Background: an optimization exercise with open tools, aiming at small area, a short achievable clock period and few clock cycles. Do not read the settings as production practice. In this exercise RTL edits were held to simulation tests only and were not proved equivalent to the original.

==> design.v <==
module jass_table (
    input  wire [7:0]  idx,
    output reg  [31:0] word
);
    always @(*) begin
        case (idx)
            8'd0: word = 32'hE124B63A;
            8'd1: word = 32'h8B9A74AB;
            8'd2: word = 32'h64E1B3AC;
            8'd3: word = 32'h00174626;
            8'd4: word = 32'hF2ADBBAF;
            8'd5: word = 32'hFED75123;
            8'd6: word = 32'h8A94501A;
            8'd7: word = 32'h12751A71;
            8'd8: word = 32'h96573F6C;
            8'd9: word = 32'h46EA7191;
            8'd10: word = 32'h13D2EA5D;
            8'd11: word = 32'h9DB4CF31;
            8'd12: word = 32'h8E0F4E18;
            8'd13: word = 32'h9E43C23E;
            8'd14: word = 32'h268A56BC;
            8'd15: word = 32'hE7E1F2D2;
            8'd16: word = 32'hEEC01FEF;
            8'd17: word = 32'h4A8CA751;
            8'd18: word = 32'h12BBE422;
            8'd19: word = 32'hA9CDF49D;
            8'd20: word = 32'hFC95B972;
            8'd21: word = 32'h3CC0494F;
            8'd22: word = 32'h88DFC4DB;
            8'd23: word = 32'h78D703D9;
            8'd24: word = 32'h8D219E6F;
            8'd25: word = 32'h63680239;
            8'd26: word = 32'h06CD666E;
            8'd27: word = 32'hEA1E9EAE;
            8'd28: word = 32'h00A30B2B;
            8'd29: word = 32'h590D22C8;
            8'd30: word = 32'h57DFD022;
            8'd31: word = 32'h16A31F2F;
            8'd32: word = 32'hDD9E740C;
            8'd33: word = 32'h70E04DE3;
            8'd34: word = 32'h52DE38ED;
            8'd35: word = 32'h2DB9938C;
            8'd36: word = 32'hE6CB9168;
            8'd37: word = 32'h083DB87B;
            8'd38: word = 32'h59627BA2;
            8'd39: word = 32'hD4D02589;
            8'd40: word = 32'hDC4CDA99;
            8'd41: word = 32'hA4E4FBD6;
            8'd42: word = 32'h485AE539;
            8'd43: word = 32'h8B4427A7;
            8'd44: word = 32'hF9A8CF9F;
            8'd45: word = 32'hEB30A9F2;
            8'd46: word = 32'h3FDC4855;
            8'd47: word = 32'h6C00D4FE;
            8'd48: word = 32'hA57AD991;
            8'd49: word = 32'h37585015;
            8'd50: word = 32'h960739B8;
            8'd51: word = 32'h57302520;
            8'd52: word = 32'h211591AA;
            8'd53: word = 32'hF7339F7A;
            8'd54: word = 32'h1F4F3F94;
            8'd55: word = 32'hEF05BA8A;
            8'd56: word = 32'h52CE02A0;
            8'd57: word = 32'hC1D3364D;
            8'd58: word = 32'h44427DC0;
            8'd59: word = 32'h74B57F9D;
            8'd60: word = 32'hB390F5FE;
            8'd61: word = 32'h08C30E49;
            8'd62: word = 32'h4849434C;
            8'd63: word = 32'h643E98DC;
            8'd64: word = 32'h538D2A8E;
            8'd65: word = 32'h2D4EADE0;
            8'd66: word = 32'hE6A8E2B9;
            8'd67: word = 32'hA5084706;
            8'd68: word = 32'h10F2EFB2;
            8'd69: word = 32'hED95AF30;
            8'd70: word = 32'h5603E229;
            8'd71: word = 32'h629C364A;
            8'd72: word = 32'h6EF58860;
            8'd73: word = 32'h20C5141C;
            8'd74: word = 32'hCA9C72DF;
            8'd75: word = 32'hDC31A73C;
            8'd76: word = 32'hF21C39B7;
            8'd77: word = 32'hD0768762;
            8'd78: word = 32'h13C222CF;
            8'd79: word = 32'hA4E6C942;
            8'd80: word = 32'hC4184305;
            8'd81: word = 32'h43682219;
            8'd82: word = 32'hA24F100C;
            8'd83: word = 32'h4998B54B;
            8'd84: word = 32'hB90EA0B3;
            8'd85: word = 32'hCE0631DF;
            8'd86: word = 32'h0F876DE1;
            8'd87: word = 32'hA55CA37C;
            8'd88: word = 32'h17544745;
            8'd89: word = 32'h6829BBFB;
            8'd90: word = 32'hB5887E50;
            8'd91: word = 32'hF2064D51;
            8'd92: word = 32'h4E226067;
            8'd93: word = 32'h47FEAF70;
            8'd94: word = 32'hD00C2978;
            8'd95: word = 32'hF1437EC9;
            8'd96: word = 32'h4DD82104;
            8'd97: word = 32'h76E83AF8;
            8'd98: word = 32'h47574643;
            8'd99: word = 32'h5C71400C;
            8'd100: word = 32'hFA6FBCB4;
            8'd101: word = 32'hB2DE7348;
            8'd102: word = 32'hEA5EEF73;
            8'd103: word = 32'hC1A201CB;
            8'd104: word = 32'hB2FF01C6;
            8'd105: word = 32'h0A3AFC05;
            8'd106: word = 32'hE2F4ADD8;
            8'd107: word = 32'h9EBD599F;
            8'd108: word = 32'h845AC858;
            8'd109: word = 32'h776578F0;
            8'd110: word = 32'hD7198D6D;
            8'd111: word = 32'h303F98D7;
            8'd112: word = 32'hA78631E5;
            8'd113: word = 32'h56EE8638;
            8'd114: word = 32'h431160AC;
            8'd115: word = 32'h8F9E32EE;
            8'd116: word = 32'h71B917EF;
            8'd117: word = 32'h3BDF17ED;
            8'd118: word = 32'hFD79B4FC;
            8'd119: word = 32'hB72C70EF;
            8'd120: word = 32'h1F000297;
            8'd121: word = 32'hF50F4AFE;
            8'd122: word = 32'h96401E16;
            8'd123: word = 32'h25D00E37;
            8'd124: word = 32'hA6C97BBC;
            8'd125: word = 32'hBE695303;
            8'd126: word = 32'h152659E7;
            8'd127: word = 32'h1D400BAA;
            8'd128: word = 32'h9A9DF3B0;
            8'd129: word = 32'hB997D965;
            8'd130: word = 32'h15D05F38;
            8'd131: word = 32'hD8DD5443;
            8'd132: word = 32'h38F4A049;
            8'd133: word = 32'h334710D7;
            8'd134: word = 32'hFAEE9759;
            8'd135: word = 32'h28B1C83B;
            8'd136: word = 32'h2762BCE0;
            8'd137: word = 32'h6F2E177F;
            8'd138: word = 32'h15F5927F;
            8'd139: word = 32'h50FE15E2;
            8'd140: word = 32'hDA0184A3;
            8'd141: word = 32'hB827ACC9;
            8'd142: word = 32'hFA6BE8D6;
            8'd143: word = 32'h695C06AE;
            8'd144: word = 32'hD8BFFF2A;
            8'd145: word = 32'hCC0F3C67;
            8'd146: word = 32'h5BFAFD66;
            8'd147: word = 32'h8E91D6ED;
            8'd148: word = 32'h3DC9B5AB;
            8'd149: word = 32'h64E6D2B5;
            8'd150: word = 32'h68B5904D;
            8'd151: word = 32'h8D37FF73;
            8'd152: word = 32'h29ED65FF;
            8'd153: word = 32'h2F0A2D96;
            8'd154: word = 32'h3DA3C18A;
            8'd155: word = 32'hF7C6CB23;
            8'd156: word = 32'hFAF53232;
            8'd157: word = 32'hCAD8D10B;
            8'd158: word = 32'hCFC2F797;
            8'd159: word = 32'hB73BBEEF;
            8'd160: word = 32'hDC21ED1C;
            8'd161: word = 32'hD1C1A67D;
            8'd162: word = 32'h44C0EBBA;
            8'd163: word = 32'h6F476B41;
            8'd164: word = 32'hC7CE4096;
            8'd165: word = 32'hF44C6878;
            8'd166: word = 32'h5129CFF9;
            8'd167: word = 32'h720DA9D2;
            8'd168: word = 32'h21C6C369;
            8'd169: word = 32'hCCD8683C;
            8'd170: word = 32'hFA2E92B3;
            8'd171: word = 32'h2764376F;
            8'd172: word = 32'h90B972CB;
            8'd173: word = 32'h62E9FADB;
            8'd174: word = 32'hEBE43442;
            8'd175: word = 32'hC0E41C74;
            8'd176: word = 32'h2E3D05E1;
            8'd177: word = 32'h5EAD3681;
            8'd178: word = 32'hF7D03D5F;
            8'd179: word = 32'hFF0F0922;
            8'd180: word = 32'hDB4380D7;
            8'd181: word = 32'hC07F9A1B;
            8'd182: word = 32'h54A09325;
            8'd183: word = 32'h9E4618A7;
            8'd184: word = 32'hF70817CE;
            8'd185: word = 32'h4BC40BF6;
            8'd186: word = 32'h9DEF7BCB;
            8'd187: word = 32'h20527280;
            8'd188: word = 32'hAE4AF5A1;
            8'd189: word = 32'hEF2B161E;
            8'd190: word = 32'h30FA8DAA;
            8'd191: word = 32'h48B05CAD;
            8'd192: word = 32'h279E7ADF;
            8'd193: word = 32'hF078391D;
            8'd194: word = 32'h1C27B4B0;
            8'd195: word = 32'hBC89FCE8;
            8'd196: word = 32'hE1831122;
            8'd197: word = 32'hF7450ED1;
            8'd198: word = 32'h857FB65E;
            8'd199: word = 32'h053DBF04;
            8'd200: word = 32'hE971AB2A;
            8'd201: word = 32'h5E842120;
            8'd202: word = 32'h8EA9C270;
            8'd203: word = 32'h6A14B963;
            8'd204: word = 32'h5A2C581F;
            8'd205: word = 32'hF4D5C188;
            8'd206: word = 32'hD07818BA;
            8'd207: word = 32'hBE8910AD;
            8'd208: word = 32'h0F032283;
            8'd209: word = 32'h013D926A;
            8'd210: word = 32'hDD61F192;
            8'd211: word = 32'h892BC75B;
            8'd212: word = 32'hC9DB28DB;
            8'd213: word = 32'h34C3C9DB;
            8'd214: word = 32'hF2E96BC7;
            8'd215: word = 32'h2DAD65EF;
            8'd216: word = 32'hA3086987;
            8'd217: word = 32'h69230DFB;
            8'd218: word = 32'h1B115F15;
            8'd219: word = 32'h2E8F0AEC;
            8'd220: word = 32'h358F4DA5;
            8'd221: word = 32'h5B4BF4B8;
            8'd222: word = 32'h9E402C96;
            8'd223: word = 32'hE1868E9F;
            8'd224: word = 32'h3AFBA015;
            8'd225: word = 32'h91DDCA49;
            8'd226: word = 32'h3A0B3E63;
            8'd227: word = 32'hE5296080;
            8'd228: word = 32'hEE19879C;
            8'd229: word = 32'h03A775C9;
            8'd230: word = 32'h4EDA4B86;
            8'd231: word = 32'hF2FB8233;
            8'd232: word = 32'hD509CECD;
            8'd233: word = 32'h76D30C05;
            8'd234: word = 32'hFD27522C;
            8'd235: word = 32'hFB39EA3D;
            8'd236: word = 32'h09BB0942;
            8'd237: word = 32'h7AFCDC6B;
            8'd238: word = 32'hCF4856B3;
            8'd239: word = 32'h7654DBFC;
            8'd240: word = 32'h484E8049;
            8'd241: word = 32'h90BA612A;
            8'd242: word = 32'h4F76A3C5;
            8'd243: word = 32'hFAC78602;
            8'd244: word = 32'h4AFFA321;
            8'd245: word = 32'h6DE051EC;
            8'd246: word = 32'h9C61A242;
            8'd247: word = 32'hAD1F7C96;
            8'd248: word = 32'h133E27D0;
            8'd249: word = 32'h2F4DCA72;
            8'd250: word = 32'h567BEF13;
            8'd251: word = 32'h58AAC13F;
            8'd252: word = 32'h11290E59;
            8'd253: word = 32'h2CA4F328;
            8'd254: word = 32'hEAF4E348;
            8'd255: word = 32'hA526D8C6;
            default: word = 32'h00000000;
        endcase
    end
endmodule
module jass_fadd (
    input  wire [31:0] a,
    input  wire [31:0] b,
    output reg  [31:0] y
);
    wire [7:0] ea = a[30:23];
    wire [7:0] eb = b[30:23];
    wire       a_big = (a[30:0] >= b[30:0]);
    wire [31:0] x  = a_big ? a : b;
    wire [31:0] w  = a_big ? b : a;
    wire [7:0] ex = x[30:23];
    wire [7:0] d  = a_big ? (ea - eb) : (eb - ea);
    wire [24:0] dx = {1'b1, x[22:0], 1'b0};
    wire [24:0] dw = {1'b1, w[22:0], 1'b0};
    wire [24:0] sh = dw >> d[4:0];
    wire [24:0] lost = dw & ~({25{1'b1}} << d[4:0]);
    wire        st = |lost;
    wire        sub = x[31] ^ w[31];
    wire        c = w[31] & st;
    wire [25:0] mag = {1'b0, dx} + ({1'b0, sh} ^ {26{sub}}) + {25'd0, sub ^ c};
    reg [4:0] p;
    integer i;
    always @(*) begin
        p = 5'd0;
        for (i = 0; i < 26; i = i + 1)
            if (mag[i]) p = i[4:0];
    end
    wire [25:0] mn = mag << (5'd25 - p);
    wire [7:0]  en = ex + {3'b000, p} - 8'd24;
    always @(*) begin
        if (ea == 8'd0)
            y = b;
        else if (eb == 8'd0)
            y = a;
        else if (d >= 8'd23)
            y = x;
        else if (mag == 26'd0)
            y = 32'h00000000;
        else
            y = {x[31], en, mn[24:2]};
    end
endmodule
module jass_fmul_post (
    input  wire [31:0] a,
    input  wire [31:0] b,
    input  wire [47:23] prod,
    output reg  [31:0] y
);
    wire [7:0]  ea = a[30:23];
    wire [7:0]  eb = b[30:23];
    wire        sign = a[31] ^ b[31];
    wire [9:0]  en0 = {2'b00, ea} + {2'b00, eb} - 10'd127;
    wire [9:0]  en1 = {2'b00, ea} + {2'b00, eb} - 10'd126;
    wire        lo0 = en0[9] | (en0 == 10'd0);     
    wire        lo1 = en1[9] | (en1 == 10'd0);
    wire        ez  = (ea == 8'd0) | (eb == 8'd0);
    wire [31:0] y0 = (ez | lo0) ? 32'h00000000 : {sign, en0[7:0], prod[45:23]};
    wire [31:0] y1 = (ez | lo1) ? 32'h00000000 : {sign, en1[7:0], prod[46:24]};
    always @(*) y = prod[47] ? y1 : y0;
endmodule
module jass_prng (
    input  wire        clk,
    input  wire        rst,
    input  wire        cmd_valid,
    output wire        cmd_ready,
    input  wire [7:0]  cmd_op,
    input  wire [31:0] cmd_a,
    input  wire [31:0] cmd_b,
    output wire        rsp_valid,
    input  wire        rsp_ready,
    output wire [31:0] rsp_data,
    output wire        rsp_err
);
    localparam [7:0] OP_SEED     = 8'h01;
    localparam [7:0] OP_NEXTINT  = 8'h02;
    localparam [7:0] OP_NEXTREAL = 8'h03;
    localparam [7:0] OP_STEP     = 8'h04;
    localparam [7:0] OP_FADD     = 8'h10;
    localparam [7:0] OP_FSUB     = 8'h11;
    localparam [7:0] OP_FMUL     = 8'h12;
    localparam [7:0] OP_I2F      = 8'h13;
    localparam [31:0] SIGN = 32'h80000000;
    localparam [31:0] EPS  = 32'h3456BF95;
    localparam X_IDLE = 0;
    localparam X_RESP = 1;
    localparam X_STEP = 2;
    localparam X_R1B  = 3;     
    localparam X_INT  = 4;
    localparam X_FADD = 5;
    localparam X_FMUL = 6;
    localparam X_I2F  = 7;
    localparam X_R1   = 8;
    localparam X_R2   = 9;
    localparam X_R3   = 10;
    localparam X_R4   = 11;
    reg [31:0] current;
    reg [31:0] seed_bits;     
    reg        busy;
    reg [31:0] a_l, b_l;
    reg        dneg;          
    reg        err_r;
    reg        rsp_valid_r;
    reg [11:0] state;
    reg        deg_r;         
    reg        fle_r;         
    reg [4:0]  ip_r;          
    reg [31:0] u_r;           
    reg        u_ok;
    reg        a_neg_op;      
    reg [31:0] q0, q1;
    reg        v0, v1;
    reg [1:0]  pf_ph;
    reg [31:0] pf_x;
    reg        sj_act;
    reg [2:0]  sj_cnt;
    reg        sj_step;       
    reg [5:0]  sj_q6;
    assign cmd_ready = ~busy & ~rst;
    assign rsp_valid = rsp_valid_r;
    assign rsp_data  = b_l;
    assign rsp_err   = err_r;
    wire accept = cmd_valid & ~busy;
    wire [7:0] b0 = seed_bits[7:0];
    wire [7:0] b1 = seed_bits[15:8];
    wire [7:0] b2 = seed_bits[23:16];
    wire [7:0] b3 = seed_bits[31:24];
    wire [7:0] i0 = (b3 >= 8'h04) ? (b3 - 8'h04) : (b3 - 8'h04 + 8'hB8);
    wire [7:0] i1 = (b2 >= 8'h0C) ? (b2 - 8'h0C) : (b2 - 8'h0C + 8'hC8);
    wire [7:0] i2 = (b1 >= 8'h18) ? (b1 - 8'h18) : (b1 - 8'h18 + 8'hD4);
    wire [7:0] i3 = (b0 >= 8'h1C) ? (b0 - 8'h1C) : (b0 - 8'h1C + 8'hD8);
    wire [31:0] ta, tb;
    jass_table u_ta (.idx(pf_ph[0] ? i2 : i0), .word(ta));
    jass_table u_tb (.idx(pf_ph[0] ? i3 : i1), .word(tb));
    wire [31:0] mix_acc = pf_ph[0] ? (pf_x ^ {ta[28:0], ta[31:29]} ^ tb)
                                   : ({ta[30:0], ta[31]} ^ {tb[29:0], tb[31:30]});
    wire [31:0] q_base  = v0 ? q0 : current;
    wire [31:0] q_new   = q_base + mix_acc;
    wire        pf_run  = (~sj_act | (sj_cnt == 3'd3 & ~pf_ph[0])) & ~(v0 & v1);
    wire        pf_done = pf_run & pf_ph[0];
    wire step_ok = v0 & ~sj_act & ~sj_step;
    wire [31:0] i2f_t = cmd_a ^ {32{cmd_a[31]}};
    reg  [4:0]  i2f_p;
    integer n;
    always @(*) begin
        i2f_p = 5'd0;
        for (n = 0; n < 32; n = n + 1)
            if (i2f_t[n]) i2f_p = n[4:0];
    end
    wire [31:0] i2f_y = 32'h80000000 >> i2f_p;
    reg  [31:0] mx, my, mz2;
    reg  [32:0] mz1;
    always @(*) begin
        mx  = current;
        mz1 = 33'd0;
        mz2 = 32'd0;
        if (sj_act) begin
            case (sj_cnt[1:0])
                2'd0:    my = 32'hAE4C415D;    
                2'd1:    my = 32'h3521CFB3;    
                2'd2:    my = 32'h22B63CBF;    
                default: my = 32'h4325C53F;    
            endcase
            if (sj_cnt[1:0] == 2'd1) mz2 = current;
        end else if (state[X_INT]) begin
            mx  = q0;
            my  = a_l ^ {32{dneg}};
            mz1 = dneg ? {q0, 1'b0} : {1'b0, q0};
            mz2 = b_l;
        end else if (state[X_R3]) begin
            mx  = {8'd0, 1'b1, b_l[22:0]};
            my  = {8'd0, 1'b1, u_r[22:0]};
        end else if (state[X_I2F]) begin
            mx  = a_l ^ {32{a_l[31]}};
            my  = b_l;
            mz1 = a_l[31] ? {1'b0, b_l} : 33'd0;
        end else begin
            mx  = {8'd0, 1'b1, a_l[22:0]};
            my  = {8'd0, 1'b1, b_l[22:0]};
        end
    end
    wire [63:0] mp = mx * my + {31'd0, mz1} + {mz2, 32'd0};
    reg [5:0] sj_qn;
    always @(*) begin
        case (sj_cnt[1:0])
            2'd0:    sj_qn = mp[42:37];
            2'd1:    sj_qn = mp[43:38];
            2'd2:    sj_qn = mp[40:35];
            default: sj_qn = mp[41:36];
        endcase
    end
    reg [5:0] sj_qd;
    always @(*) begin
        case (sj_cnt[1:0])
            2'd2:    sj_qd = sj_q6 * 6'd53;
            2'd3:    sj_qd = sj_q6 * 6'd59;
            default: sj_qd = sj_q6 * 6'd61;
        endcase
    end
    wire [5:0] sj_r  = current[5:0] - sj_qd;
    wire [5:0] sj_f3 = sj_q6 * 6'd17 + current[5:0];
    wire [31:0] fm_a = (state[X_R3]) ? b_l : a_l;
    wire [31:0] fm_b = (state[X_R3]) ? u_r : b_l;
    wire [31:0] fm_z;
    jass_fmul_post u_fmul (.a(fm_a), .b(fm_b), .prod(mp[47:23]), .y(fm_z));
    wire        ad_swap = state[X_R2] | (state[X_R1] & fle_r);
    wire        ad_neg  = state[X_R1] | state[X_R1B] | (state[X_FADD] & a_neg_op);
    wire [31:0] ad_x = ad_swap ? b_l : a_l;
    wire [31:0] ad_y = ad_swap ? (a_l ^ SIGN) : (b_l ^ {ad_neg, 31'd0});
    wire [31:0] ad_z;
    jass_fadd u_fadd (.a(ad_x), .b(ad_y), .y(ad_z));
    wire [7:0]  i2f_e = 8'd127 + {3'd0, ip_r} + {7'd0, mp[32]};
    wire [31:0] i2f_z = (a_l == 32'd0) ? 32'd0
                      : {a_l[31], i2f_e, mp[32] ? 23'd0 : mp[30:8]};
    wire degenerate = ({1'b0, ad_z[30:0]} < EPS);
    reg fle;
    always @(*) begin
        if (cmd_a[30:0] == 31'd0 && cmd_b[30:0] == 31'd0)
            fle = 1'b1;
        else if (!cmd_a[31] && !cmd_b[31])
            fle = (cmd_a <= cmd_b);
        else if (cmd_a[31] && cmd_b[31])
            fle = (cmd_a >= cmd_b);
        else
            fle = cmd_a[31];
    end
    wire ea_big = (a_l[30:23] >= 8'd24) | (b_l[30:23] >= 8'd24);
    wire fast_ok = (a_l[30:23] != 8'd0) & (b_l[30:23] != 8'd0) & ea_big
                 & (ad_z[30:23] >= 8'd106) & (ad_z[30:23] != 8'd255);
    reg [4:0] up;
    integer k;
    always @(*) begin
        up = 5'd0;
        for (k = 0; k < 23; k = k + 1)
            if (q0[k]) up = k[4:0];
    end
    wire [22:0] um = q0[22:0] << (5'd22 - up);
    wire [7:0]  ue = 8'd104 + {3'd0, up};
    wire [31:0] u_val = (q0[22:0] == 23'd0) ? 32'd0 : {1'b0, ue, um[21:0], 1'b0};
    wire acc_step = accept & (cmd_op == OP_STEP) & step_ok;
    reg consume;
    always @(*) begin
        consume = 1'b0;
        if (state[X_IDLE] && acc_step) consume = 1'b1;
        if ((state[X_STEP] || state[X_INT]) && step_ok) consume = 1'b1;
        if (state[X_R3] && !deg_r && step_ok && u_ok) consume = 1'b1;
        if (sj_step && v0 && !sj_act) consume = 1'b1;
    end
    wire [32:0] acc_d  = {cmd_a[31], cmd_a} - {cmd_b[31], cmd_b};
    wire [31:0] acc_lo = acc_d[32] ? cmd_a : cmd_b;
    always @(posedge clk) begin
        u_r <= u_val;
        if (rst) begin
            current     <= 32'd0;
            seed_bits   <= 32'd0;
            busy        <= 1'b0;
            rsp_valid_r <= 1'b0;
            err_r       <= 1'b0;
            state       <= 12'd1 << X_IDLE;
            v0          <= 1'b0;
            v1          <= 1'b0;
            pf_ph       <= 2'd0;
            sj_act      <= 1'b0;
            sj_cnt      <= 3'd0;
            sj_step     <= 1'b0;
            u_ok        <= 1'b0;
        end else begin
            u_ok <= v0 & ~consume;
            if (pf_run) begin
                pf_ph <= {1'b0, ~pf_ph[0]};
                pf_x  <= mix_acc;
                if (pf_done)
                    seed_bits <= {i0, i1, i2, i3};
            end
            if (consume) begin
                current <= q0;
                sj_step <= 1'b0;
                if (pf_done) begin
                    q0 <= q_new;
                end else begin
                    q0 <= q1;
                    v0 <= v1;
                end
                v1 <= 1'b0;
            end else if (pf_done) begin
                if (v0) begin
                    q1 <= q_new;
                    v1 <= 1'b1;
                end else begin
                    q0 <= q_new;
                    v0 <= 1'b1;
                end
            end
            if (sj_act) begin
                sj_cnt <= sj_cnt + 3'd1;
                sj_q6  <= sj_qn;
                case (sj_cnt)
                    3'd1: seed_bits[31:26] <= sj_f3;
                    3'd2: seed_bits[23:18] <= sj_r;
                    3'd3: seed_bits[15:10] <= sj_r;
                    3'd4: begin
                        seed_bits[7:2] <= sj_r;
                        sj_act <= 1'b0;
                    end
                    default: ;
                endcase
            end
            case (1'b1)  
                state[X_IDLE]: begin
                    if (accept) begin
                        busy     <= 1'b1;
                        a_l      <= cmd_a;
                        b_l      <= cmd_b;
                        err_r    <= 1'b0;
                        a_neg_op <= cmd_op[0];
                        fle_r    <= fle;
                        state    <= 12'd1 << X_RESP;
                        case (cmd_op)
                            OP_SEED: begin
                                rsp_valid_r <= 1'b1;
                                b_l         <= 32'd0;
                                current     <= cmd_a;
                                seed_bits   <= 32'd0;
                                v0          <= 1'b0;
                                v1          <= 1'b0;
                                pf_ph       <= 2'd0;
                                sj_act      <= 1'b1;
                                sj_cnt      <= 3'd0;
                                sj_step     <= 1'b1;
                            end
                            OP_STEP: begin
                                if (step_ok) begin
                                    rsp_valid_r <= 1'b1;
                                    b_l         <= q0;
                                end else
                                    state <= 12'd1 << X_STEP;
                            end
                            OP_NEXTINT: begin
                                a_l  <= acc_d[31:0];
                                b_l  <= acc_lo;
                                dneg <= acc_d[32];
                                if (cmd_a == cmd_b) begin
                                    rsp_valid_r <= 1'b1;
                                    b_l         <= cmd_a;
                                end else
                                    state <= 12'd1 << X_INT;
                            end
                            OP_NEXTREAL: state <= 12'd1 << X_R1;
                            OP_FADD, OP_FSUB: state <= 12'd1 << X_FADD;
                            OP_FMUL: state <= 12'd1 << X_FMUL;
                            OP_I2F: begin
                                b_l   <= i2f_y;
                                ip_r  <= i2f_p;
                                state <= 12'd1 << X_I2F;
                            end
                            default: begin
                                rsp_valid_r <= 1'b1;
                                b_l         <= 32'd1;
                                err_r       <= 1'b1;
                            end
                        endcase
                    end
                end
                state[X_STEP]: begin
                    if (step_ok) begin
                        rsp_valid_r <= 1'b1;
                        b_l         <= q0;
                        state       <= 12'd1 << X_RESP;
                    end
                end
                state[X_INT]: begin
                    if (step_ok) begin
                        rsp_valid_r <= 1'b1;
                        b_l         <= mp[63:32];
                        state       <= 12'd1 << X_RESP;
                    end
                end
                state[X_FADD]: begin
                    rsp_valid_r <= 1'b1;
                    b_l         <= ad_z;
                    state       <= 12'd1 << X_RESP;
                end
                state[X_FMUL]: begin
                    if (!sj_act) begin
                        rsp_valid_r <= 1'b1;
                        b_l         <= fm_z;
                        state       <= 12'd1 << X_RESP;
                    end
                end
                state[X_I2F]: begin
                    if (!sj_act) begin
                        rsp_valid_r <= 1'b1;
                        b_l         <= i2f_z;
                        state       <= 12'd1 << X_RESP;
                    end
                end
                state[X_R1]: begin
                    if (!fle_r) begin
                        deg_r <= degenerate;
                        b_l   <= ad_z;
                        state <= 12'd1 << X_R3;
                    end else if (fast_ok) begin
                        deg_r <= 1'b0;
                        b_l   <= ad_z;
                        state <= 12'd1 << X_R3;
                    end else
                        state <= 12'd1 << X_R1B;
                end
                state[X_R1B]: begin
                    deg_r <= degenerate;
                    state <= 12'd1 << X_R2;
                end
                state[X_R2]: begin
                    if (deg_r) begin
                        rsp_valid_r <= 1'b1;
                        b_l         <= a_l;
                        state       <= 12'd1 << X_RESP;
                    end else begin
                        b_l   <= ad_z;
                        state <= 12'd1 << X_R3;
                    end
                end
                state[X_R3]: begin
                    if (deg_r) begin
                        rsp_valid_r <= 1'b1;
                        b_l         <= a_l;
                        state       <= 12'd1 << X_RESP;
                    end else if (step_ok && u_ok) begin
                        b_l   <= fm_z;
                        state <= 12'd1 << X_R4;
                    end
                end
                state[X_R4]: begin
                    rsp_valid_r <= 1'b1;
                    b_l         <= ad_z;
                    state       <= 12'd1 << X_RESP;
                end
                state[X_RESP]: begin
                    if (rsp_ready) begin
                        rsp_valid_r <= 1'b0;
                        busy        <= 1'b0;
                        state       <= 12'd1 << X_IDLE;
                    end
                end
                default: state <= 12'd1 << X_IDLE;
            endcase
        end
    end
endmodule
==> flow/run.sh <==
#!/bin/bash
# The standard layout, with the timing repair steps asked for more setup
# slack than the clock needs, so that they size the logic for a shorter period.
# The clock period and the constraints are the design's; only the repair
# target changes. make's output goes to standard.log; ORFS keeps each step's
# own log under orfs/logs.
set -euo pipefail
export SETUP_SLACK_MARGIN=12
bash standard.sh > standard.log 2>&1
==> standard.sh <==
#!/bin/bash
# synth_recipe.tcl (not shown) runs the flow's synth.tcl, then flattens the netlist and writes it again
# the make line also repeats each setting of config.mk as NAME=value (left out here)
make -C /OpenROAD-flow-scripts/flow DESIGN_CONFIG=/design/flow/config.mk WORK_HOME=/design/flow/orfs CLKGATE_MAP_FILE= SYNTH_SCRIPT=/design/flow/synth_recipe.tcl "${@:-finish}"
==> config.mk <==
export PLATFORM = sky130hd
export DESIGN_NAME = jass_prng
export DESIGN_NICKNAME = jass_prng
export VERILOG_FILES = /design/flow/design.v
export SDC_FILE = /design/flow/constraint.sdc
export NUM_CORES = 4
export LEC_CHECK = 0
export ABC_AREA = 1
export CAP_MARGIN = 30
export CORE_MARGIN = 2
export CORE_UTILIZATION = 30
export PLACE_DENSITY = 0.45
export SLEW_MARGIN = 40
export SYNTH_MEMORY_MAX_BITS = 16384
==> constraint.sdc <==
create_clock -name core_clock -period 22.0 [get_ports {clk}]
set_input_delay 4.4000 -clock core_clock [delete_from_list [all_inputs] [get_ports {clk}]]
set_output_delay 4.4000 -clock core_clock [all_outputs]
set_load 0.01 [all_outputs]
==> run summary, run 1 <==
placer congestion estimate 1.07; Peak Freq 98.9 MHz; worst setup path class register to register; top cell type's share of synthesized area 26.6%; GRT overflow 0; WL/cell 29.8 µm; post-synthesis register bit count 284; DRC 0; Critical Path RT 22.29 ns; unrepaired setup endpoints after global routing true; drt first pass iters 9; slew at the pin with the worst max-slew slack 1.10 ns; Post-Syn Area 0.0732 mm²; Worst-path clk slew 0.06 ns; storage element area 0.00745 mm²; cts hold-fix bufs 0; Setup crit end kind register; 1st-iter DRT viols 8,976; clk latency of the worst-skew pair 0.61 ns; die width 498 µm; die area 0.248 mm²; WP buf/inv 11; Largest delay share family, worst path adder cells; gate count after technology mapping 10,500; overall routing resource usage 31.9%; Avg Vias per Cell 5.55; Max Cap Violations 0; Period minus WS final 10.11 ns; largest area contributor in the netlist fa_1; critical path's slowest cell o21ai_0; synthesized area per cell 6.99 µm²; first-pass GRT wire length 572,000 µm; CP max FO 35; synth top area cells fa_1 (27%), nand2_1 (12%), inv_1 (9.2%); cell mode on critical path fa_1; TritonCTS Sinks 284; vias in the first global route 74,900; EDFF count, synth 175; Max transition margin 25.7%; Max stage delay on crit path 0.61 ns; Post-DRT Antenna Nets 0; most common cell in the netlist nand2_1; Placeable Area 0.243 mm²; final hold vios 0; vias after detailed routing 77,300; io pins 111; Fin Hold WS 0.465 ns; TritonCTS buffer count 39; filler cell count 26,100; ys flop type edfxtp_1; library cells used by synthesis 73; post-synthesis sequential area ratio 10.2%; Synth async-reset ratio 0%; Final Setup Violations 0; status no timing/DRC/antenna violations; Fin Setup TNS 0 ns; fin. max-slew vios 0; Row Count 181; Synth-to-Final Area Change 19.9%; final layout net count 12,200; HP Class register to register; Starting Density 30.1%; largest net degree at the start of global routing 74; htree depth 2; fin crit share 46.0%; worst clock skew 0.0343 ns; clock root cell clkbuf_16; top post-synthesis cells by count nand2_1 (2,414), inv_1 (1,790), fa_1 (971); Clock Path Buffers 3; share of layout cells above drive strength 1 13.4%; footprint of the multi-input gates 0.0603 mm²; antenna violations before repair 24; CP startpoint kind register; WP data arrival 10.40 ns; Buffers on Ports 110; CTS tree yes; DP Wirelength 314,000 µm; Syn. warnings 4; Synthesized Nets 12,000; die height 498 µm; WL final 416,000 µm; final core occ 36.1%
## worst register-to-register path: cells and delay by family, from the launching register on
kind	cells	cell delay (ns)
flip-flops	1	0.32
adder cells (fa/ha/maj)	9	4.43
AO/OA/AOI/OAI	7	1.83
AND/OR/NAND/NOR	14	1.55
XOR/XNOR	1	0.09
buffers and inverters	11	1.60
## final timing paths
kind | slack (ns) | end | cells after the start | start
setup / recovery | 11.89 | b_l[4] | 42 | dneg
hold / removal | 0.46 | err_r | 2 | err_r
setup reg to reg | 11.89 | b_l[4] | 42 | dneg
hold reg to reg | 0.46 | err_r | 2 | err_r
## cell usage in the layout, fill, tap and decap left out, drive strengths merged, types with 109 or more instances in the layout
cell type and count:
xor2 191, fa 971, o211ai 120, o22ai 114, dfxtp 109, ha 492
xnor2 154, edfxtp 175, a21oi 592, o21ai 982, nand2 2444, nor2 825
nand3 369, buf 523, inv 1789
## final cells by class
cell class / count / area share, %
well taps: 3202 / 4.56
repair buffers: 673 / 8.44
flip-flops and latches: 284 / 8.49
diodes: 6 / 0.0171
repair inverters: 4 / 0.0413
clock buffers: 49 / 1.20
multi-input cells: 7839 / 68.7
clock inverters: 23 / 0.311
inverters: 1843 / 8.23
## cells by family (layout without fill, tap and decap cells)
| group | after synthesis | in the layout | share of synthesized area [%] |
|---|---|---|---|
| buf+inv | 2362 | 2592 | 12.3 |
| mux | 40 | 40 | 0.605 |
| other cells | 0 | 6 | 0 |
| xor+xnor | 345 | 345 | 4.14 |
| flops | 284 | 284 | 10.2 |
| fa+ha+maj | 1463 | 1463 | 35.0 |
| compound gates | 2146 | 2146 | 16.7 |
| simple gates | 3836 | 3845 | 21.1 |
## layer usage
layer,routed length [µm],part of all wire [%],vias to the layer above,GRT usage [%]
li1,-,-,33900,-
met1,169000,41,38500,42.3
met2,179000,43,3973,49.1
met3,37500,9.0,920,5.91
met4,29900,7.2,12,17.4
met5,76,0.018,-,0
## flip-flops by register name (all words and copies together), names as in the netlist, 3 cells and up
name / cells
seed_bits: 24
u_r: 29
sj_cnt: 3
current: 32
pf_x: 32
a_l: 32
q0: 32
ip_r: 5
sj_q6: 6
state: 12
b_l: 32
q1: 32
## through the flow
stage / cells / setup slack (ns) / area (µm²)
2_1_floorplan: 10500 / 12.07 / 73200
3_3_place_gp: 13500 / 8.56 / 78100
3_5_place_dp: 13500 / 8.61 / 78300
4_1_cts: 13700 / 11.95 / 83600
5_1_grt: 13900 / 11.77 / 87800
6_report: 13900 / 11.89 / 87800
## what timing repair did
item | CTS | global route
setup buffers | 152 | 138
setup endpoints to repair | 75 | 72
pin swaps | 92 | 205
resized for setup | 536 | 642
gates cloned | 33 | 30
Testbench counts, summed over its fixed seeds: cycles 17,472.
==> run 2, diff against run 1 <==
--- a/config.mk
+++ b/config.mk
@@ -9,6 +9,5 @@
 export CAP_MARGIN = 30
 export CORE_MARGIN = 2
 export CORE_UTILIZATION = 30
-export PLACE_DENSITY = 0.45
 export SLEW_MARGIN = 40
 export SYNTH_MEMORY_MAX_BITS = 16384
==> run 2 against run 1 <==
  * Sequential share of layout area rose by 0.12 points
  * Synthesized cell count did not move
  * Die area did not move
  * Synthesized area did not move
  * First-iteration DRC count rose by 12%
  * Clock skew rose by 0.0043 ns
  * Wire length fell by 10%
  * Via count rose by 0.74%
  * Final cell count fell by 0.15%
==> run summary, run 2 <==
status no timing/DRC/antenna violations; top post-synthesis cells by count nand2_1 (2,414), inv_1 (1,790), fa_1 (971); HP Class register to register; fin crit share 46.1%; final core occ 35.7%; GRT overflow 0; first-pass GRT wire length 521,000 µm; htree depth 2; worst flop-to-flop path startpoint a_l[31]; die height 498 µm; Clock Path Buffers 3; R2R cell count 30; Peak Freq 98.5 MHz; Row Count 181; clock root cell clkbuf_16; synthesized area per cell 6.99 µm²; Period minus WS final 10.15 ns; share of layout cells above drive strength 1 12.0%; worst setup path class register to register; most common cell after layout, fill and taps aside nand2_1; clk latency of the worst-skew pair 0.60 ns; Starting Density 30.1%; cell mode on critical path fa_1; post-synthesis sequential area ratio 10.2%; Critical Path RT 22.25 ns; Largest delay share family, worst path adder cells; Max stage delay on crit path 0.76 ns; fin. max-slew vios 0; top cell type's share of synthesized area 26.6%; TritonCTS Sinks 284; Avg Vias per Cell 5.60; Synthesized Nets 12,000; WL/cell 26.8 µm; EDFF count, synth 175; Setup crit end kind register; io pins 111; placer congestion estimate 1.10; Placeable Area 0.243 mm²; most frequent cells in the layout nand2_1 (2,337), inv_1 (1,730), fa_1 (953); hold path startpoint err_r; largest net degree at the start of global routing 90; Post-Syn Area 0.0732 mm²; synth top area cells fa_1 (27%), nand2_1 (12%), inv_1 (9.2%); worst clock skew 0.0386 ns; Final Setup Violations 0; unrepaired setup endpoints after global routing true; Post-DRT Antenna Nets 0; antenna violations before repair 19; 1st-iter DRT viols 10,000; WP data arrival 10.40 ns; vias in the first global route 74,100; TritonCTS buffer count 36; FF-to-FF End sj_q6[4]; most common cell in the netlist nand2_1; ys flop type edfxtp_1; WL final 372,000 µm; gate count after technology mapping 10,500; footprint of the multi-input gates 0.0595 mm²; final layout net count 12,200; Fin Setup TNS 0 ns; Buffers on Ports 110; DRC 0; die width 498 µm; Syn. warnings 4; Synth async-reset ratio 0%; CP max FO 26; Synth-to-Final Area Change 18.4%; Hold EP err_r; final hold vios 0; Worst Hold Depth 2; filler cell count 25,800; CTS tree yes; drt first pass iters 7; Max transition margin 22.2%; Worst-path clk slew 0.06 ns; CP startpoint kind register; largest area contributor in the netlist fa_1; die area 0.248 mm²; post-synthesis register bit count 284; library cells used by synthesis 73; Max Cap Violations 0; critical path's slowest cell o21ai_1; slew at the pin with the worst max-slew slack 1.15 ns; r2r setup slk 11.85 ns; DP Wirelength 279,000 µm; vias after detailed routing 77,900; overall routing resource usage 28.3%; storage element area 0.00746 mm²; WP buf/inv 7
[run 2: cell counts after synthesis]
Identical to the previous run, type by type.
[run 2: final cells by class]
cell class | instances | share of cell area (%)
Timing Repair inverter | 7 | 0.0910
Multi-Input combinational cell | 7838 | 68.7
Clock inverter | 19 | 0.231
Tap cell | 3202 | 4.62
Antenna cell | 11 | 0.0318
Inverter | 1843 | 8.38
Clock buffer | 47 | 1.20
Sequential cell | 284 | 8.61
Timing Repair Buffer | 651 | 8.18
[run 2: logic make-up after synthesis]
kind of cell	share of synthesized area, %
XOR/XNOR	4.14
adder cells (fa/ha/maj)	35.0
AO/OA/AOI/OAI	16.7
AND/OR/NAND/NOR	21.1
buffers and inverters	12.3
multiplexers	0.605
flip-flops	10.2
[run 2: stage by stage]
step | worst slack [ns] | hold slack, ns | cells | cell area, µm²
after global routing | 11.80 | 0.504 | 13900 | 86600
after detailed placement | 9.16 | 0.465 | 13500 | 77900
final | 11.85 | 0.469 | 13900 | 86600
after global placement | 8.99 | 0.452 | 13500 | 77900
after CTS | 11.95 | 0.473 | 13700 | 82500
after floorplan | 12.07 | 0.439 | 10500 | 73200
[run 2: how the worst max path moves through the flow]
stage / start / to / slack [ns] / depth (start not counted)
final: a_l[31] / sj_q6[4] / 11.85 / 30
after global routing: fle_r / b_l[29] / 11.80 / 68
after CTS: state[4] / b_l[9] / 11.95 / 46
after detailed placement: b_l[29] / b_l[8] / 9.16 / 65
after global placement: b_l[29] / b_l[19] / 8.99 / 65
after floorplan: b_l[28] / b_l[0] / 12.07 / 65
[run 2: layer usage]
layer / track usage [%] / wire (µm) / up-vias
met5: 0 / 101 / -
met4: 18.8 / 32700 / 16
met3: 7.04 / 43100 / 1265
met2: 43.0 / 158000 / 4849
met1: 35.6 / 139000 / 37900
li1: - / - / 33800
[run 2: timing repair]
action / in CTS / in global routing
hold endpoints to repair: 0 / 0
hold buffers: 0 / 0
cloned: 31 / 29
buffers inserted: 129 / 173
setup endpoints to repair: 75 / 73
pin swaps: 49 / 177
gates resized for setup: 409 / 572
[run 2: tightest hold or removal path, stage by stage, from the launching register on]
cell     delay (ns)
dfxtp_1        0.31
nand2_1        0.06
a21oi_1        0.05
==> run 3, diff against run 2 <==
--- a/config.mk
+++ b/config.mk
@@ -8,6 +8,6 @@
 export ABC_AREA = 1
 export CAP_MARGIN = 30
 export CORE_MARGIN = 2
-export CORE_UTILIZATION = 30
+export CORE_UTILIZATION = 45
 export SLEW_MARGIN = 40
 export SYNTH_MEMORY_MAX_BITS = 16384
==> run 3 against run 2 <==
  * Still clean on timing, DRC and antenna
  * Sequential share of layout area increased by 0.16 points
  * Maximum frequency increased by 1.2%
  * Synthesized cell count unchanged
  * Critical endpoint is now b_l[22]
==> run summary, run 3 <==
WP data arrival 10.49 ns; Fin Setup TNS 0 ns; EDFF count, synth 175; library cells used by synthesis 73; top post-synthesis cells by count nand2_1 (2,414), inv_1 (1,790), fa_1 (971); DRC 0; synthesized area per cell 6.99 µm²; WL met3 50,000 µm; worst setup path class register to register; ys flop type edfxtp_1; overall routing resource usage 43.9%; share of layout cells above drive strength 1 11.7%; post-synthesis register bit count 284; Max Cap Violations 0; gate count after technology mapping 10,500; status no timing/DRC/antenna violations; Synth-to-Final Area Change 16.3%; die width 407 µm; cell mode on critical path nand2_1; Period minus WS final 10.03 ns; WL final 383,000 µm; slew at the pin with the worst max-slew slack 1.14 ns; filler cell count 16,200; most common cell after layout, fill and taps aside nand2_1; CP startpoint kind register; placer congestion estimate 1.11; Critical Path RT 22.45 ns; final layout net count 12,200; die height 407 µm; largest area contributor in the netlist fa_1; Starting Density 45.1%; Clock Path Buffers 3; drt first pass iters 8; worst clock skew 0.0451 ns; WP buf/inv 13; Row Count 148; io pins 111; Peak Freq 99.7 MHz; vias after detailed routing 79,100; final hold vios 0; Buffers on Ports 110; Synthesized Nets 12,000; Post-Syn Area 0.0732 mm²; CTS tree yes; Max stage delay on crit path 0.57 ns; PnR worst setup slack 11.97 ns; GRT overflow 0; wire length on met1 142,000 µm; Syn. warnings 4; Largest delay share family, worst path adder cells; TritonCTS Sinks 284; Synth async-reset ratio 0%; Placeable Area 0.162 mm²; Post-DRT Antenna Nets 0; die area 0.166 mm²; HP Class register to register; clk latency of the worst-skew pair 0.61 ns; post-synthesis sequential area ratio 10.2%; antenna violations before repair 24; Max transition margin 23.2%; top cell type's share of synthesized area 26.6%; first-pass GRT wire length 534,000 µm; WL/cell 29.8 µm; synth top area cells fa_1 (27%), nand2_1 (12%), inv_1 (9.2%); final core occ 52.5%; Avg Vias per Cell 6.16; vias in the first global route 74,800; clock root cell clkbuf_16; largest net degree at the start of global routing 74; CP max FO 19; Final Setup Violations 0; TritonCTS buffer count 38; fin. max-slew vios 0; 1st-iter DRT viols 11,600; DP Wirelength 288,000 µm; most common cell in the netlist nand2_1; Setup crit end kind register; Worst-path clk slew 0.07 ns; critical path's slowest cell fa_2; most frequent cells in the layout nand2_1 (2,351), inv_1 (1,740), fa_1 (963); fin crit share 45.6%; unrepaired setup endpoints after global routing true; highest routed layer met5; routed length on met2 158,000 µm; worst slack at placement 9.54 ns; htree depth 2
[run 3: cell counts after synthesis]
Identical to the previous run, type by type.
[run 3: routing by layer]
metal	vias up	track usage, %
met5	-	0.345
met4	24	28.4
met3	1335	13.2
met2	5374	64.1
met1	38500	56.2
li1	33800	-
[run 3: kinds of logic (layout without fill, tap and decap cells)]
kind of cell / after synthesis / in the layout / synth area share, %
and+or+nand+nor: 3836 / 3843 / 21.1
buffers and inverters: 2362 / 2540 / 12.3
AOI/OAI and AO/OA: 2146 / 2146 / 16.7
adders and majority gates: 1463 / 1463 / 35.0
xor gates and xnor gates: 345 / 345 / 4.14
DFF: 284 / 284 / 10.2
muxes: 40 / 40 / 0.605
other: 0 / 10 / 0
[run 3: layout make-up]
| cell class | instances | area, µm² | area share, % |
|---|---|---|---|
| inverters | 1843 | 7220 | 8.48 |
| multi-input cells | 7837 | 59500 | 69.9 |
| diodes | 10 | 25.0 | 0.0294 |
| repair inverters | 3 | 25.0 | 0.0294 |
| flip-flops and latches | 284 | 7460 | 8.77 |
| clock buffers | 44 | 1030 | 1.21 |
| clock inverters | 25 | 278 | 0.326 |
| well taps | 2175 | 2720 | 3.20 |
| repair buffers | 625 | 6850 | 8.04 |
[run 3: metrics by stage]
stage	instances	hold WS [ns]	instance area [µm²]
6_report	12800	0.465	85100
5_1_grt	12800	0.485	85100
4_1_cts	12600	0.467	81300
3_5_place_dp	12400	0.456	76800
3_3_place_gp	12400	0.452	76600
2_1_floorplan	10500	0.439	73200
[run 3: what timing repair did]
item	CTS	global route
pin swaps	45	131
hold buffers	0	0
buffers inserted	112	152
gates cloned	26	34
setup endpoints to repair	75	72
gates resized for setup	458	505
[run 3: worst register-to-register path: cells and delay by family, from the launching register on]
family          cells  cell delay [ns]
compound gates      7             1.14
xor+xnor            1             0.21
fa+ha+maj           9             4.44
buf+inv            13             1.54
flops               1             0.50
simple gates       19             2.11
[run 3: path summary, 6_finish.rpt]
check             startpoint      end  slack (ns)  cells past startpoint
hold / removal         err_r    err_r        0.46                      2
setup / recovery     a_l[31]  b_l[22]       11.97                     49
hold reg to reg        err_r    err_r        0.46                      2
setup reg to reg     a_l[31]  b_l[22]       11.97                     49

==> separate check: timing with driven ports <==
No port has a modelled driver above. Below, the same layouts with a new extraction and two added sets of constraints.
Step 1 assumes that a clkbuf_16 drives the clock port and a buf_2 every other input.
Step 2 moves the port delays by t, midway between the first and last clock arrival at a register: inputs arrive t later, outputs are due t later. That takes back most of the time a late clock gives input paths.
a / b / c = ideal / step 1 / step 2; a / b = the first two.
run	t (ns)	setup WS [ns]	worst setup path after step 2	worst slew at a driven data input, ns
run 1	0.655	11.890 / 11.890 / 11.574	input to register	0.05
run 2	0.643	11.851 / 11.851 / 11.595	input to register	0.05
run 3	0.639	11.966 / 11.966 / 11.646	input to register	0.05
After both steps setup and hold are still met in every run listed. For run 3, which loses most, drivers alone change the setup slack by 0.000 ns; drivers and shift together by -0.320 ns.
